Source: an optimization exercise on an open RTL-to-GDS flow (aim: small area, a short achievable clock period and few clock cycles per item). Production flows keep margins and buffers that such runs may drop.
Function was checked by simulation only, so behaviour that the tests miss may differ from the original.
No activity file was given, so power comes from the tool's default toggle rates.

==> flow/design.v <==
module bemu_alu (
    input  wire        clk,
    input  wire        rst,
    input  wire        start,
    input  wire [7:0]  op,
    input  wire [3:0]  size,
    input  wire [63:0] a,
    input  wire [63:0] b,
    input  wire [63:0] rflag,
    output wire        done,
    output wire [63:0] result,
    output wire        taken,
    output wire        fault
);
    wire [4:0] o = op[4:0];
    wire op_mov = (o == 5'h04);
    wire op_add = (o == 5'h07);
    wire op_sub = (o == 5'h08);
    wire op_mul = (o == 5'h09);
    wire op_div = (o == 5'h0A);
    wire op_mod = (o == 5'h0B);
    wire op_inc = (o == 5'h0C);
    wire op_dec = (o == 5'h0D);
    wire op_cmp = (o == 5'h0E);
    wire op_divmod = op_div | op_mod;
    wire k8  = size[1] | size[2] | size[3];    
    wire k16 = size[2] | size[3];              
    wire k32 = size[3];                        
    wire [63:0] mask = {{32{k32}}, {16{k16}}, {8{k8}}, 8'hFF};
    wire [63:0] am = a & mask;
    wire [63:0] bm = b & mask;
    wire sa = (size[0] & a[7]) | (size[1] & a[15]) | (size[2] & a[31]) | (size[3] & a[63]);
    wire sb = (size[0] & b[7]) | (size[1] & b[15]) | (size[2] & b[31]) | (size[3] & b[63]);
    wire bz = (bm == 64'd0);
    wire fz = (rflag == 64'd0);
    wire fn = rflag[63];
    reg  cond;
    always @(*) begin
        case (o)
            5'h0F:   cond = fz;
            5'h10:   cond = !fz;
            5'h11:   cond = fn;
            5'h12:   cond = !fn && !fz;
            5'h13:   cond = fn || fz;
            5'h14:   cond = !fn;
            default: cond = 1'b0;
        endcase
    end
    wire use_a = op_add | op_sub | op_inc | op_dec | op_divmod | op_cmp;
    wire b_pos = op_add | op_mov;
    wire b_neg = op_sub | op_cmp;
    wire [63:0] xa = {64{use_a}} & mask;              
    wire [63:0] xs = {64{op_cmp}} & ~mask;            
    wire [63:0] yp = {64{b_pos}} & mask;              
    wire [63:0] yn = {64{b_neg}} & mask;              
    wire [63:0] ys = {64{op_cmp}} & ~mask;            
    wire [63:0] y1 = {64{op_dec}} & mask;             
    wire [63:0] x_in = (a & xa) | ({64{sa}} & xs);
    wire [63:0] y_in = (b & yp) | (~b & yn) | ({64{~sb}} & ys) | y1;
    wire c_in = op_sub | op_cmp | op_inc;
    wire [63:0] omask_in = op_cmp ? 64'hFFFF_FFFF_FFFF_FFFF : mask;
    wire [7:0] anz, bnz;
    genvar gi;
    generate for (gi = 0; gi < 8; gi = gi + 1) begin : g_nz
        assign anz[gi] = |am[8*gi+7:8*gi];
        assign bnz[gi] = |bm[8*gi+7:8*gi];
    end endgenerate
    wire [7:0] ath, bth;    
    assign ath[7] = anz[7];
    assign bth[7] = bnz[7];
    generate for (gi = 6; gi >= 0; gi = gi - 1) begin : g_th
        assign ath[gi] = ath[gi+1] | anz[gi];
        assign bth[gi] = bth[gi+1] | bnz[gi];
    end endgenerate
    wire a_short = |(bth & ~ath);
    localparam S_IDLE = 2'd0, S_NORM = 2'd1, S_DIV = 2'd2, S_MUL = 2'd3;
    reg  [1:0]  st;
    reg         done_r, taken_r, fault_r;
    reg  [63:0] R, E, Q;
    reg         c32;
    reg         g8, g16, g32;             
    reg         is_mod;
    reg  [5:0]  cnt;
    assign done   = done_r;
    assign taken  = taken_r;
    assign fault  = fault_r;
    assign result = {sumh[31:0], R[31:0]};
    wire idle = (st == S_IDLE);
    wire in_norm = (st == S_NORM);
    wire in_div = (st == S_DIV) | in_norm;    
    wire [63:0] p0 = (E ^ {64{in_div}}) & {64{Q[0] | in_div}};
    wire [63:0] p1 = {E[62:0], 1'b0} & {64{Q[1] & ~in_div}};
    wire [63:0] fs = R ^ p0 ^ p1;
    wire [63:0] fm = (R & p0) | (R & p1) | (p0 & p1);
    wire [32:0] suml;
    wire [32:0] sumh;
    wire [64:0] sum;
    wire [63:0] fc = {fm[62:0], 1'b0};
    bemu_add #(.W(32)) adl (.x(x_in[31:0]), .y(y_in[31:0]), .ci(c_in), .s(suml));
    bemu_add #(.W(32)) adh (.x(R[63:32]), .y(Q[63:32]), .ci(c32), .s(sumh));
    bemu_add #(.W(64)) al  (.x(fs), .y(fc), .ci(in_div), .s(sum));
    wire        ge   = sum[64] | fm[63];    
    wire [63:0] rmask = {{32{g32}}, {16{g16}}, {8{g8}}, 8'hFF};
    wire        mul_last = (Q[63:2] == 62'd0);
    wire [63:0] tR;
    assign tR[63] = R[63];
    generate for (gi = 62; gi >= 0; gi = gi - 1) begin : g_tr
        assign tR[gi] = tR[gi+1] | R[gi];
    end endgenerate
    wire fit16 = ~|({E[47:0], 16'd0} & ~tR) & ~|E[63:48];
    wire fit4  = ~|({E[59:0], 4'd0} & ~tR) & ~|E[63:60];
    wire fit1  = ~|({E[62:0], 1'b0} & ~tR) & ~E[63];
    wire norm_shift = in_norm & (fit16 | fit4 | fit1);
    wire [63:0] q_next = {Q[62:0], ge};
    always @(posedge clk) begin
        if (rst) begin
            st     <= S_IDLE;
            done_r <= 1'b0;
        end else begin
            case (st)
                S_IDLE: begin
                    done_r  <= 1'b0;
                    R       <= {x_in[63:32], suml[31:0] & omask_in[31:0]};
                    c32     <= suml[32] & (k32 | op_cmp);
                    taken_r <= cond;
                    fault_r <= op_divmod & bz;
                    g8      <= k8;
                    g16     <= k16;
                    g32     <= k32;
                    is_mod  <= op_mod;
                    cnt     <= 6'd0;
                    E       <= (op_mul & ~a_short) ? am : bm;
                    Q       <= op_mul ? (a_short ? am : bm) : y_in;
                    if (start) begin
                        if (op_mul)
                            st <= S_MUL;
                        else if (op_divmod)
                            st <= S_NORM;
                        else
                            done_r <= 1'b1;
                    end
                end
                S_MUL: begin
                    R <= sum[63:0] & rmask;
                    Q <= {2'b00, Q[63:2]};
                    E <= {E[61:0], 2'b00};
                    if (mul_last) begin
                        st     <= S_IDLE;
                        done_r <= 1'b1;
                    end
                end
                default: begin    
                    if (fault_r) begin
                        st     <= S_IDLE;
                        done_r <= 1'b1;
                        R      <= 64'd0;
                    end else if (norm_shift) begin
                        if (fit16) begin
                            E   <= {E[47:0], 16'd0};
                            cnt <= cnt + 6'd16;
                        end else if (fit4) begin
                            E   <= {E[59:0], 4'd0};
                            cnt <= cnt + 6'd4;
                        end else begin
                            E   <= {E[62:0], 1'b0};
                            cnt <= cnt + 6'd1;
                        end
                    end else begin
                        st  <= S_DIV;
                        Q   <= q_next;
                        E   <= {1'b0, E[63:1]};
                        cnt <= cnt - 6'd1;
                        if (cnt == 6'd0) begin
                            st     <= S_IDLE;
                            Q[63:32] <= 32'd0;
                            done_r <= 1'b1;
                            R      <= is_mod ? (ge ? sum[63:0] : R) : q_next;
                        end else if (ge) begin
                            R <= sum[63:0];
                        end
                    end
                end
            endcase
        end
    end
endmodule
module bemu_add #(parameter W = 32) (
    input  wire [W-1:0] x,
    input  wire [W-1:0] y,
    input  wire         ci,
    output wire [W:0]   s
);
    wire [W+1:0] t = {1'b0, x, 1'b1} + {1'b0, y, ci};
    assign s = t[W+1:1];
endmodule
==> flow/flow/run.sh <==
#!/bin/bash
set -euo pipefail
MARGIN=6
bash standard.sh SETUP_SLACK_MARGIN=$MARGIN finish > standard_flow.log 2>&1
==> flow/standard.sh <==
#!/bin/bash
# synth_recipe.tcl (not shown) runs the flow's synth.tcl, then flattens the netlist and writes it again
# the make line also repeats each setting of config.mk as NAME=value (left out here)
make -C /OpenROAD-flow-scripts/flow DESIGN_CONFIG=/design/flow/config.mk WORK_HOME=/design/flow/orfs CLKGATE_MAP_FILE= SYNTH_SCRIPT=/design/flow/synth_recipe.tcl "${@:-finish}"
==> flow/config.mk <==
export PLATFORM = sky130hd
export DESIGN_NAME = bemu_alu
export DESIGN_NICKNAME = bemu_alu
export VERILOG_FILES = /design/flow/design.v
export SDC_FILE = /design/flow/constraint.sdc
export NUM_CORES = 4
export LEC_CHECK = 0
export CAP_MARGIN = 20
export CORE_MARGIN = 2
export CORE_UTILIZATION = 40
export SLEW_MARGIN = 20
export SYNTH_HIERARCHICAL = 1
==> flow/constraint.sdc <==
create_clock -name core_clock -period 12.0 [get_ports {clk}]
set_input_delay 2.4000 -clock core_clock [delete_from_list [all_inputs] [get_ports {clk}]]
set_output_delay 2.4000 -clock core_clock [all_outputs]
set_load 0.01 [all_outputs]
==> results of run 1 <==
## where the power goes
group          leakage (nW)  internal (mW)  total (mW)  switching, mW
clock network         0.417          0.480       0.852          0.373
registers              2.11          0.965        1.26          0.295
logic                  10.6           1.45        3.48           2.03
## metrics by stage
stage	hold slack (ps)	cells	setup WS, ps	power [mW]	utilization [%]
6_report	496.8	4607	6029	5.597	48.20
3_5_place_dp	492.2	4459	3922	4.341	44.81
3_3_place_gp	481.6	4459	3955	4.322	44.81
5_1_grt	557.2	4604	5970	5.888	48.19
4_1_cts	512.7	4552	5972	5.326	47.06
2_1_floorplan	485.1	3529	6032	3.332	-
## area by class of cell
type	count	share of cell area [%]
antenna	3	0.02216
clock buffer	36	2.220
clock inverter	13	0.3324
inverter	89	0.9862
multi-input combinational	2908	62.72
sequential	208	18.36
tap	940	3.472
timing repair buffer	410	11.89
## worst max path at each step
| stage | startpoint | end | slack, ps | cells after the start |
|---|---|---|---|---|
| 3_5_place_dp | st[0]$_SDFFE_PP0P_ | R[33]$_DFFE_PP_ | 3920 | 25 |
| 3_3_place_gp | st[0]$_SDFFE_PP0P_ | R[33]$_DFFE_PP_ | 3960 | 25 |
| 4_1_cts | st[0]$_SDFFE_PP0P_ | R[33]$_DFFE_PP_ | 5970 | 25 |
| 6_report | b[50] | E[16]$_DFFE_PP_ | 6030 | 11 |
| 5_1_grt | a[51] | Q[53]$_DFFE_PP_ | 5970 | 10 |
| 2_1_floorplan | op[4] | R[30]$_DFFE_PP_ | 6030 | 17 |
## metal layers
| metal | GRT usage (%) | wire (µm) | vias to the layer above |
|---|---|---|---|
| li1 | - | - | 13520 |
| met1 | 42.87 | 50800 | 14430 |
| met2 | 51.16 | 56790 | 1752 |
| met3 | 5.503 | 12440 | 296 |
| met4 | 12.45 | 5993 | 6 |
| met5 | 0 | 39 | - |
## sequential cells by signal (all words and copies together), names as in the netlist
name / count
E: 64
Q: 64
R: 64
c32: 1
cnt: 6
done_r: 1
fault_r: 1
g16: 1
g32: 1
g8: 1
is_mod: 1
st: 2
taken_r: 1
## cell usage in the layout, fill, tap and decap left out, drive strengths merged, types with 12 or more instances in the layout
master and count:
o31ai 22, a21o 89, ha 137, a221o 43
a21oi 396, or4 12, mux2 183, o22ai 26
a22oi 100, clkdlybuf4s50 253, and2 86, nand3 41
a222oi 53, nor2 283, o21ai 347, o21bai 24
buf 132, nor2b 39, a31oi 30, nand2b 33
a211o 36, xnor2 73, and3 14, nor4 75
edfxtp 205, nor3 92, nand4 43, o211ai 25
fa 66, nand2 250, mux2i 86, o21a 13
inv 90, clkbuf 46, a21boi 12, xor2 53
a211oi 22
## repair_timing
item,in CTS,in global routing
buffers inserted,39,44
pin swaps,18,33
endpoints found under the setup margin,206,114
gates resized for setup,93,88
gates cloned,5,7
## worst max-delay path: cells and delay by family
kind	cells	cell delay (ps)
buf+inv	3	1210
mux	1	430
compound gates	5	1670
simple gates	2	540
==> flow_metrics.py, run 1 <==
metrics = {
    "cells_and_area": {
        "layout.nets": 4056,
        "fillers": 6831,
        "regArea_mm2": 0.006218,
        "multi_input_area_mm2": 0.02125,
        "drive_above_1_share_pct": 14.27,
        "fin_area_mm2": 0.03387,
        "areaGrowthSynthToFinish_pct": 18.89,
    },
    "die": {
        "io_pins": 274,
        "die_h_um": 270.9,
        "die_w_um": 270.9,
        "rows": 97,
        "core_area_mm2": 0.07027,
        "start_util_pct": 40.54,
        "dieArea_mm2": 0.07338,
    },
    "worst_setup_path": {
        "rr_endpoint": "R[33]$_DFFE_PP_",
        "r2r_start": "st[0]$_SDFFE_PP0P_",
        "r2r_slack_ps": 6120,
        "worst_path_largest_cell_delay_ps": 600,
        "crit_path_cell_trace": "clkdlybuf4s50_1, nor4_1, nand4_1, buf_4, o32ai_4, o21ai_1, a31oi_4, clkbuf_8, mux2_2, a222oi_1, o21ai_1",
        "worstPathRequired_ps": 12320,
        "crit_path_end_kind": "flop",
        "setup.worst_path.start_class": "input port",
        "cp.arrival_ps": 6300,
        "crit_slowest_cell": "clkdlybuf4s50_1",
        "r2r_cells": 27,
        "cp_common_cell": "o21ai_1",
        "critical_path_class": "in2reg",
        "path_max_fanout": 32,
    },
    "grt": {
        "grt_pass1_vias": 27780,
        "grt_pass1_wl_um": 181500,
        "grt_usage_pct": 31.99,
        "antenna_found_initial": 5,
        "grt_overflow": 0,
        "grt_max_degree": 83,
    },
    "power": {
        "leakagePower_nw": 13.10,
        "power_density_mw_per_mm2": 165.2,
        "vdd_drop_max_mv": 0.1183,
    },
    "sta": {
        "finalSetupTns_ps": 0,
        "finalCritPeriodShare_pct": 49.76,
        "fin_crit_ps": 5971,
        "worst_pin_slew_ps": 1180,
        "slew_violations": 0,
        "relSlewSlack_pct": 21.06,
        "grt_setup_unrepaired": "true",
        "setup-violations-final": 0,
        "fin_skew_ps": 28.21,
        "max_freq_mhz": 167.5,
        "hold_violations": 0,
    },
    "clocking": {
        "cts_buffers": 29,
        "cts_hold_buffers": 0,
        "clk_pin_slew_worst_paths_ps": 60,
        "cts_sinks": 208,
        "clk_latency_ps": 610,
        "cts_max_level": 1,
        "cts_tree": "done",
        "max-clock-path-buffers": 3,
        "root_buffer": "clkbuf_16",
    },
    "placed_design": {
        "place.gp.congestion": 0.9529,
        "hpwlAfterDp_um": 89600,
        "post_dp_cell_area_mm2": 0.03149,
        "io_buffers": 270,
    },
    "detailed_routing": {
        "firstDrtPassIters": 10,
        "wl_per_cell_um": 27.36,
        "ant_nets": 0,
        "drt-initial-drc-count": 4141,
        "wl_um": 126100,
        "drc": 0,
        "vias": 30010,
        "viasPerCell": 6.513,
    },
    "run_status": {
        "outcome": "no timing/DRC/antenna violations",
    },
    "yosys": {
        "syn_area_per_cell_um2": 8.076,
        "netlist_area_mm2": 0.02849,
        "syn_inst": 3528,
        "yosys_warnings": 7,
    },
    "worst_hold_path": {
        "worstHoldPathCells": 2,
        "min_to": "done_r$_SDFFE_PP0P_",
        "hold_class": "reg2reg",
        "hp-start": "done_r$_SDFFE_PP0P_",
    },
    "job": {
        "maxCapViolCount": 0,
    },
}
Testbench counts, summed over its fixed seeds: cycles 30,559, ops 12,000.
==> inputs of run 2 (changes only) <==
==> flow/run.sh (new file) <==
#!/bin/bash
# synth_recipe.tcl (not shown) runs the flow's synth.tcl, then flattens the netlist and writes it again
# the make line also repeats each setting of config.mk as NAME=value (left out here)
make -C /OpenROAD-flow-scripts/flow DESIGN_CONFIG=/design/flow/config.mk WORK_HOME=/design/flow/orfs CLKGATE_MAP_FILE= SYNTH_SCRIPT=/design/flow/synth_recipe.tcl finish
--- a/flow/config.mk
+++ b/flow/config.mk
@@ -8,5 +8,6 @@
 export CAP_MARGIN = 20
 export CORE_MARGIN = 2
 export CORE_UTILIZATION = 40
+export SETUP_SLACK_MARGIN = 5
 export SLEW_MARGIN = 20
 export SYNTH_HIERARCHICAL = 1
removed: flow/flow/run.sh
removed: flow/standard.sh
==> flow_metrics.py, run 2 <==
metrics = {
    "run_status": {
        "outcome": "no timing/DRC/antenna violations",
    },
    "clocking": {
        "cts_hold_buffers": 0,
        "clk_latency_ps": 600,
        "max-clock-path-buffers": 3,
        "cts_sinks": 208,
        "cts_tree": "done",
        "root_buffer": "clkbuf_16",
        "cts_buffers": 27,
        "clk_pin_slew_worst_paths_ps": 60,
        "cts_max_level": 1,
    },
    "sta": {
        "grt_setup_unrepaired": "true",
        "setup_ws_ps": 5132,
        "worst_pin_slew_ps": 1122,
        "setup-violations-final": 0,
        "finalCritPeriodShare_pct": 57.24,
        "relSlewSlack_pct": 25.03,
        "max_freq_mhz": 145.6,
        "hold_violations": 0,
        "fin_crit_ps": 6868,
        "finalSetupTns_ps": 0,
        "slew_violations": 0,
        "fin_skew_ps": 35.84,
    },
    "worst_hold_path": {
        "hold_class": "reg2reg",
        "worstHoldPathCells": 2,
        "min_to": "done_r$_SDFFE_PP0P_",
        "hp-start": "done_r$_SDFFE_PP0P_",
    },
    "worst_setup_path": {
        "critical_path_class": "reg2reg",
        "r2r_start": "st[0]$_SDFFE_PP0P_",
        "crit_slowest_cell": "ha_1",
        "worst_path_largest_cell_delay_ps": 490,
        "setup.worst_path.start_class": "flop",
        "rr_endpoint": "R[21]$_DFFE_PP_",
        "cp_top_family": "compound AO/OA/AOI/OAI gates",
        "worstPathRequired_ps": 12300,
        "crit_path_end_kind": "flop",
        "cp_common_cell": "a21oi_1",
        "crit_cells": 23,
        "crit_buf_inv": 4,
        "path_max_fanout": 64,
        "r2r_cells": 23,
        "crit_path_cell_trace": "inv_1, ha_4, nor2b_4, buf_6, mux2_2, fa_1, ha_1, nand4_1, nor4_4, o21ai_0, a21oi_1, buf_4, o2111ai_1, a21oi_2, nand2_1, o31ai_1, a21o_1, nand2b_4, clkbuf_8, mux2i_1, nor2_1, a21oi_1, o22ai_1",
        "cp.arrival_ps": 7170,
        "r2r_slack_ps": 5130,
    },
    "detailed_routing": {
        "ant_nets": 0,
        "drc": 0,
        "wl_per_cell_um": 27.01,
        "viasPerCell": 6.511,
        "wl_um": 122100,
        "firstDrtPassIters": 7,
        "vias": 29440,
        "drt-initial-drc-count": 3840,
    },
    "placed_design": {
        "place.gp.congestion": 0.9591,
        "post_dp_cell_area_mm2": 0.03148,
        "hpwlAfterDp_um": 90190,
        "place_ws_ps": 3927,
        "io_buffers": 270,
    },
    "die": {
        "start_util_pct": 40.54,
        "die_w_um": 270.9,
        "rows": 97,
        "core_area_mm2": 0.07027,
        "dieArea_mm2": 0.07338,
        "io_pins": 274,
        "die_h_um": 270.9,
    },
    "cells_and_area": {
        "utilization_pct": 46.36,
        "reg_top3": "E x64, Q x64, R x64",
        "areaGrowthSynthToFinish_pct": 14.34,
        "fin_area_mm2": 0.03258,
        "mostFrequentLayoutCells": "384 x a21oi_1, 296 x o21ai_0, 276 x nor2_1, 268 x clkdlybuf4s50_1, 249 x nand2_1",
        "final_common_cell": "a21oi_1",
        "drive_above_1_share_pct": 10.65,
        "layout.nets": 3968,
    },
    "grt": {
        "antenna_found_initial": 2,
        "grt_usage_pct": 31.61,
        "top_usage_layer": "met2",
        "met2_usage_pct": 50.71,
        "grt_overflow": 0,
        "met1_usage_pct": 43.15,
        "grt_pass1_vias": 27520,
        "grt_pass1_wl_um": 180100,
        "grt_max_degree": 83,
        "grt_util_met3_pct": 4.748,
    },
    "power": {
        "leakagePower_nw": 12.55,
        "vdd_drop_max_mv": 0.1080,
        "power_density_mw_per_mm2": 164.5,
    },
    "yosys": {
        "syn_area_per_cell_um2": 8.076,
        "netlist_area_mm2": 0.02849,
        "yosys_warnings": 7,
        "syn_inst": 3528,
    },
    "job": {
        "maxCapViolCount": 0,
    },
}
-- run 2: where the power goes --
group	switching [mW]	internal (mW)
registers	0.312	0.965
logic	1.93	1.28
clock network	0.375	0.498
total	2.61	2.74
-- run 2: layer usage --
metal	vias to the layer above	part of all wire [%]	wire length (µm)
li1	13340	-	-
met1	14210	41	50260
met2	1655	46	55840
met3	232	9.3	11400
met4	2	3.8	4580
met5	-	0.011	13
-- run 2: timing repair --
action | CTS | global route
gates resized for setup | 13 | 9
buffers inserted | 2 | 5
cloned | 2 | 0
endpoints found under the setup margin | 70 | 60
pin swaps | 1 | 4
-- run 2: worst register-to-register path, delay by kind of cell, from the launching register on --
kind	cells	cell delay [ps]
buffers and inverters	4	1040
AND/OR/NAND/NOR	6	1220
flip-flops	1	360
multiplexers	2	600
adder cells (fa/ha/maj)	3	1240
AO/OA/AOI/OAI	8	2070
-- run 2: worst max path at each step --
stage | start | end | slack (ps)
after floorplan | op[1] | R[22]$_DFFE_PP_ | 5710
after global placement | st[1]$_SDFFE_PP0P_ | R[21]$_DFFE_PP_ | 3900
after detailed placement | st[1]$_SDFFE_PP0P_ | R[21]$_DFFE_PP_ | 3930
after CTS | op[3] | R[25]$_DFFE_PP_ | 5020
after global routing | op[3] | R[25]$_DFFE_PP_ | 4990
final | st[0]$_SDFFE_PP0P_ | R[21]$_DFFE_PP_ | 5130
-- run 2: area by class of cell --
| class | count | area, µm² |
|---|---|---|
| fillers | 6986 | 37690 |
| clock inverters | 22 | 224.0 |
| diodes | 2 | 5.005 |
| multi-input cells | 2906 | 20760 |
| repair buffers | 326 | 3178 |
| well taps | 940 | 1176 |
| clock buffers | 28 | 679.4 |
| flip-flops and latches | 208 | 6216 |
| inverters | 89 | 334.1 |
-- run 2: through the flow --
stage               std cells  power (mW)  hold WS (ps)
floorplan                3529       3.332         485.1
global placement         4460       4.338         481.1
detailed placement       4460       4.352         492.0
CTS                      4514       5.262         519.9
global route             4519       5.645         553.0
finish                   4521       5.358         508.3

==> afterwards: timing with drivers on the ports <==
How much do the figures lean on ideal ports? The routed layouts below were timed once more, with nothing changed but the port constraints. Step 1, drivers: a clkbuf_16 drives clk and a buf_2 each remaining input, both assumed. Step 2 moves the port delays by t, midway between the first and last clock arrival at a register: inputs arrive t later, outputs are due t later. That takes back most of the time a late clock gives input paths. Slacks: no drivers / after step 1 / after step 2; pairs: no drivers / after step 1.
| run | shift t [ns] | slack for setup (ns) | worst setup path after step 2 | worst slew at a driven data input, ns |
|---|---|---|---|---|
| run 1 | 0.661 | 6.029 / 6.045 / 5.409 | input to register | 0.06 |
| run 2 | 0.653 | 5.132 / 5.132 / 4.527 | input to register | 0.05 |
After both steps setup and hold are still met in every run listed. For run 1, which loses most, drivers alone change the setup slack by +0.016 ns; drivers and shift together by -0.620 ns.
